What follows belongs to an exercise in optimizing a design on an open flow for small area, a short achievable clock period and few clock cycles per item; a production flow would make more cautious choices. The RTL was checked by simulation tests, not by an equivalence proof against the original design.

==> flow/design.v <==
module emu_cpu (
    input  wire        clk,
    input  wire        rst,
    input  wire        tick,
    input  wire        warm,
    output reg         busy,
    output reg         done,
    output reg         mem_re,
    output reg         mem_we,
    output wire [15:0] mem_addr,
    output wire [7:0]  mem_wdata,
    input  wire [7:0]  mem_rdata,
    output wire [15:0] pc,
    output reg  [7:0]  a,
    output wire [7:0]  p,
    output reg         halted,
    output wire [31:0] total_cycles
);
    localparam [15:0] BOOT_PC      = 16'h8000;
    localparam [15:0] RESET_VECTOR = 16'hFFFC;
    localparam [1:0] E_OP  = 2'd0,
                     E_IMM = 2'd1,
                     E_LO  = 2'd2,
                     E_HI  = 2'd3;
    reg [15:0] f;
    reg [7:0]  hi;
    reg [7:0]  lo;
    reg        run;         
    reg        fin;         
    reg [1:0]  e;
    reg        is_jmp;      
    reg        is_sta;      
    reg        wflag;       
    reg        arr_q;       
    reg        ea_q;        
    reg        data_q;      
    reg        match_q;     
    reg [2:0]  pend;        
    reg [10:0] frame;
    reg        exh;         
    reg [7:0]  tlo;         
    reg [23:0] thi;         
    reg        tc_q;        
    reg        zf, nf;
    assign mem_addr     = f;
    assign pc           = f;
    assign p            = {nf, 5'b00000, zf, 1'b0};
    assign mem_wdata    = a;
    assign total_cycles = {thi, tlo};
    wire arr     = arr_q & ~match_q;
    wire arr_op  = arr & (e == E_OP);
    wire arr_imm = arr & (e == E_IMM);
    wire arr_lo  = arr & (e == E_LO);
    wire arr_hi  = arr & (e == E_HI);
    wire stop    = arr_op & exh;
    wire exec    = arr_op & ~exh;
    wire jmp_hi  = arr_hi & is_jmp;
    wire ea_hi   = arr_hi & ~is_jmp;
    wire stream  = run & ~ea_q & ~stop & ~jmp_hi;
    wire [7:0] d = mem_rdata;
    wire op_imm  = (d == 8'hA9);
    wire op_lda  = (d == 8'hAD);
    wire op_sta  = (d == 8'h8D);
    wire op_jmp  = (d == 8'h4C);
    wire op_nop  = (d == 8'hEA);
    wire op_brk  = (d == 8'h00);
    reg [2:0] cost;
    always @(*) begin
        cost = 3'd0;
        if (op_imm | op_nop) cost = 3'd2;
        if (op_lda | op_sta) cost = 3'd4;
        if (op_jmp)          cost = 3'd3;
        if (op_brk)          cost = 3'd7;
    end
    reg ge_a, ge_b;
    always @(*) begin
        case (pend)
            3'd2:    begin ge_a = (frame >= 11'd1362); ge_b = (frame >= 11'd1360); end
            3'd3:    begin ge_a = (frame >= 11'd1361); ge_b = (frame >= 11'd1359); end
            3'd4:    begin ge_a = (frame >= 11'd1360); ge_b = (frame >= 11'd1358); end
            3'd7:    begin ge_a = (frame >= 11'd1357); ge_b = (frame >= 11'd1355); end
            default: begin ge_a = (frame >= 11'd1364); ge_b = (frame >= 11'd1362); end
        endcase
    end
    wire exh_nx = halted | (exec & op_brk) | ge_a | (exec & op_nop & ge_b);
    wire [8:0] tlo_nx = {1'b0, tlo} + {6'd0, pend};
    wire [15:0] inc = (ea_q ? {hi, lo} : f) + 16'd1;
    wire end_op  = run & (stop | (jmp_hi & wflag));
    always @(posedge clk) begin
        if (rst) begin
            run          <= 1'b0;
            fin          <= 1'b0;
            busy         <= 1'b0;
            done         <= 1'b0;
            mem_we       <= 1'b0;
            f            <= BOOT_PC;
            a            <= 8'h00;
            zf           <= 1'b0;
            nf           <= 1'b0;
            halted       <= 1'b0;
            tlo          <= 8'd0;
            thi          <= 24'd0;
            tc_q         <= 1'b0;
            arr_q        <= 1'b0;
            ea_q         <= 1'b0;
            data_q       <= 1'b0;
            pend         <= 3'd0;
        end else begin
            done         <= 1'b0;
            fin          <= 1'b0;
            frame        <= frame + {8'd0, pend};
            exh          <= exh_nx;
            tlo          <= tlo_nx[7:0];
            tc_q         <= tlo_nx[8];
            thi          <= thi + {23'd0, tc_q};
            pend         <= exec ? cost : 3'd0;
            arr_q        <= stream & ~end_op;
            ea_q         <= run & ea_hi;
            mem_we       <= run & ea_hi & is_sta;
            mem_re       <= ~(run & ea_hi & is_sta);
            data_q       <= ea_q & ~is_sta;
            match_q      <= ea_hi & is_sta & ({d, lo} == f);
            if (stream) begin
                hi <= f[15:8];
                lo <= f[7:0];
            end
            if (arr_lo)
                lo <= d;
            if (run) begin
                if (stop | (ea_q & match_q))
                    f <= {hi, lo};
                else if (arr_hi)
                    f <= {d, lo};
                else
                    f <= inc;
            end
            if (arr_imm | data_q) begin
                a  <= d;
                zf <= (d == 8'h00);
                nf <= d[7];
            end
            if (exec) begin
                if (op_imm)
                    e <= E_IMM;
                if (op_lda | op_sta | op_jmp)
                    e <= E_LO;
                is_jmp <= op_jmp;
                is_sta <= op_sta;
                if (op_brk)
                    halted <= 1'b1;
            end
            if (arr_imm)
                e <= E_OP;
            if (arr_lo)
                e <= E_HI;
            if (arr_hi)
                e <= E_OP;
            if (!busy) begin
                if (tick) begin
                    frame  <= 11'd0;
                    exh    <= 1'b0;
                    e      <= E_OP;
                    wflag  <= 1'b0;
                    busy   <= 1'b1;
                    if (halted)
                        fin <= 1'b1;
                    else
                        run <= 1'b1;
                end else if (warm) begin
                    f      <= RESET_VECTOR;
                    e      <= E_LO;
                    is_jmp <= 1'b1;
                    wflag  <= 1'b1;
                    busy   <= 1'b1;
                    run    <= 1'b1;
                end
            end
            if (end_op) begin
                run <= 1'b0;
                fin <= 1'b1;
            end
            if (fin) begin
                busy <= 1'b0;
                done <= 1'b1;
            end
        end
    end
endmodule
clock: 5.0 ns
lec_check: 0
abc_area: 1
cap_margin: 20
core_margin: 2
core_utilization: 40
place_density: 0.6
setup_slack_margin: 2.9
slew_margin: 20
standard.sh (not shown) runs the stock make flow with config.mk's settings and CLKGATE_MAP_FILE= SYNTH_SCRIPT=/design/flow/synth_recipe.tcl, a recipe that flattens the netlist after the stock synthesis.
==> flow/flow/run.sh <==
#!/bin/bash
# Standard layout, with every port buffered by sky130_fd_sc_hd__buf_1.
set -euo pipefail
bash standard.sh BUFFER_PORTS_ARGS="-buffer_cell sky130_fd_sc_hd__buf_1" finish > standard.log 2>&1
Testbench counts at the start, summed over its fixed seeds: cycles 128,529, ticks 80.
Next try:
--- a/flow/design.v
+++ b/flow/design.v
@@ -34,12 +34,11 @@
     reg        arr_q;       
     reg        ea_q;        
     reg        data_q;      
     reg        match_q;     
     reg [2:0]  pend;        
-    reg [10:0] frame;
-    reg        exh;         
+    reg [11:0] frame;       
     reg [7:0]  tlo;         
     reg [23:0] thi;         
     reg        tc_q;        
     reg        zf, nf;
     assign mem_addr     = f;
@@ -50,10 +49,11 @@
     wire arr     = arr_q & ~match_q;
     wire arr_op  = arr & (e == E_OP);
     wire arr_imm = arr & (e == E_IMM);
     wire arr_lo  = arr & (e == E_LO);
     wire arr_hi  = arr & (e == E_HI);
+    wire exh     = halted | frame[11] | (pend[1] & (&frame[10:1]));
     wire stop    = arr_op & exh;
     wire exec    = arr_op & ~exh;
     wire jmp_hi  = arr_hi & is_jmp;
     wire ea_hi   = arr_hi & ~is_jmp;
     wire stream  = run & ~ea_q & ~stop & ~jmp_hi;
@@ -70,23 +70,12 @@
         if (op_imm | op_nop) cost = 3'd2;
         if (op_lda | op_sta) cost = 3'd4;
         if (op_jmp)          cost = 3'd3;
         if (op_brk)          cost = 3'd7;
     end
-    reg ge_a, ge_b;
-    always @(*) begin
-        case (pend)
-            3'd2:    begin ge_a = (frame >= 11'd1362); ge_b = (frame >= 11'd1360); end
-            3'd3:    begin ge_a = (frame >= 11'd1361); ge_b = (frame >= 11'd1359); end
-            3'd4:    begin ge_a = (frame >= 11'd1360); ge_b = (frame >= 11'd1358); end
-            3'd7:    begin ge_a = (frame >= 11'd1357); ge_b = (frame >= 11'd1355); end
-            default: begin ge_a = (frame >= 11'd1364); ge_b = (frame >= 11'd1362); end
-        endcase
-    end
-    wire exh_nx = halted | (exec & op_brk) | ge_a | (exec & op_nop & ge_b);
     wire [8:0] tlo_nx = {1'b0, tlo} + {6'd0, pend};
-    wire [15:0] inc = (ea_q ? {hi, lo} : f) + 16'd1;
+    wire [15:0] inc = (ea_q ? {hi, lo} : f) + {15'd0, ~(ea_q & match_q)};
     wire end_op  = run & (stop | (jmp_hi & wflag));
     always @(posedge clk) begin
         if (rst) begin
             run          <= 1'b0;
             fin          <= 1'b0;
@@ -106,30 +95,25 @@
             data_q       <= 1'b0;
             pend         <= 3'd0;
         end else begin
             done         <= 1'b0;
             fin          <= 1'b0;
-            frame        <= frame + {8'd0, pend};
-            exh          <= exh_nx;
+            frame        <= frame + {9'd0, pend};
             tlo          <= tlo_nx[7:0];
             tc_q         <= tlo_nx[8];
             thi          <= thi + {23'd0, tc_q};
             pend         <= exec ? cost : 3'd0;
             arr_q        <= stream & ~end_op;
             ea_q         <= run & ea_hi;
             mem_we       <= run & ea_hi & is_sta;
             mem_re       <= ~(run & ea_hi & is_sta);
             data_q       <= ea_q & ~is_sta;
             match_q      <= ea_hi & is_sta & ({d, lo} == f);
-            if (stream) begin
-                hi <= f[15:8];
-                lo <= f[7:0];
-            end
-            if (arr_lo)
-                lo <= d;
+            hi           <= f[15:8];
+            lo           <= arr_lo ? d : f[7:0];
             if (run) begin
-                if (stop | (ea_q & match_q))
+                if (stop)
                     f <= {hi, lo};
                 else if (arr_hi)
                     f <= {d, lo};
                 else
                     f <= inc;
@@ -155,12 +139,11 @@
                 e <= E_HI;
             if (arr_hi)
                 e <= E_OP;
             if (!busy) begin
                 if (tick) begin
-                    frame  <= 11'd0;
-                    exh    <= 1'b0;
+                    frame  <= 12'd684;
                     e      <= E_OP;
                     wflag  <= 1'b0;
                     busy   <= 1'b1;
                     if (halted)
                         fin <= 1'b1;
Non-clock buffer count grows by 4.
Worst hold slack hardly moves.
Maximum frequency grows by about 0.7%.
First-iteration DRC count grows by about 50%.
Die area shrinks by about 4.6%.
Synthesized cell count shrinks by about 8%.
Final area shrinks by about 4%.
Routed wire length shrinks by about 6%.
Register-to-register slack stays flat.
Sequential cell count does not change.
Via count shrinks by about 7%.
Setup slack gains 0.015 ns.
Cell count shrinks by 6.2%.
Sequential share of layout area grows by 1.6 points.
Testbench counts after the change, summed over its fixed seeds: cycles 128,529, ticks 80.

what the ideal ports hide:
In the flow no input, the clock included, has a driving cell. The finished layouts below were timed again as built, in two steps.
Step 1 (the two cells are an assumption about what drives the block):
set clk [get_ports {clk}]
set_driving_cell -lib_cell sky130_fd_sc_hd__clkbuf_16 $clk
set_driving_cell -lib_cell sky130_fd_sc_hd__buf_2 [delete_from_list [all_inputs] $clk]
Step 2 times the ports against the registers' clock, not the clock port: input delays grow and output delays shrink by t, the midpoint of the rising clock arrivals with the driver on.
a / b / c = ideal / step 1 / step 2; a / b = the first two.
run	t (ns)	slack for setup (ns)	slew at the worst register clock pin (ns)
the first run	0.384	2.950 / 2.915 / 2.600	0.08 / 0.08
the second run	0.396	2.965 / 2.922 / 2.645	0.08 / 0.08
After both steps every run listed still meets setup and hold. The setup slack of the first run, which loses most, moves by -0.035 ns with the drivers and by -0.350 ns with both steps.
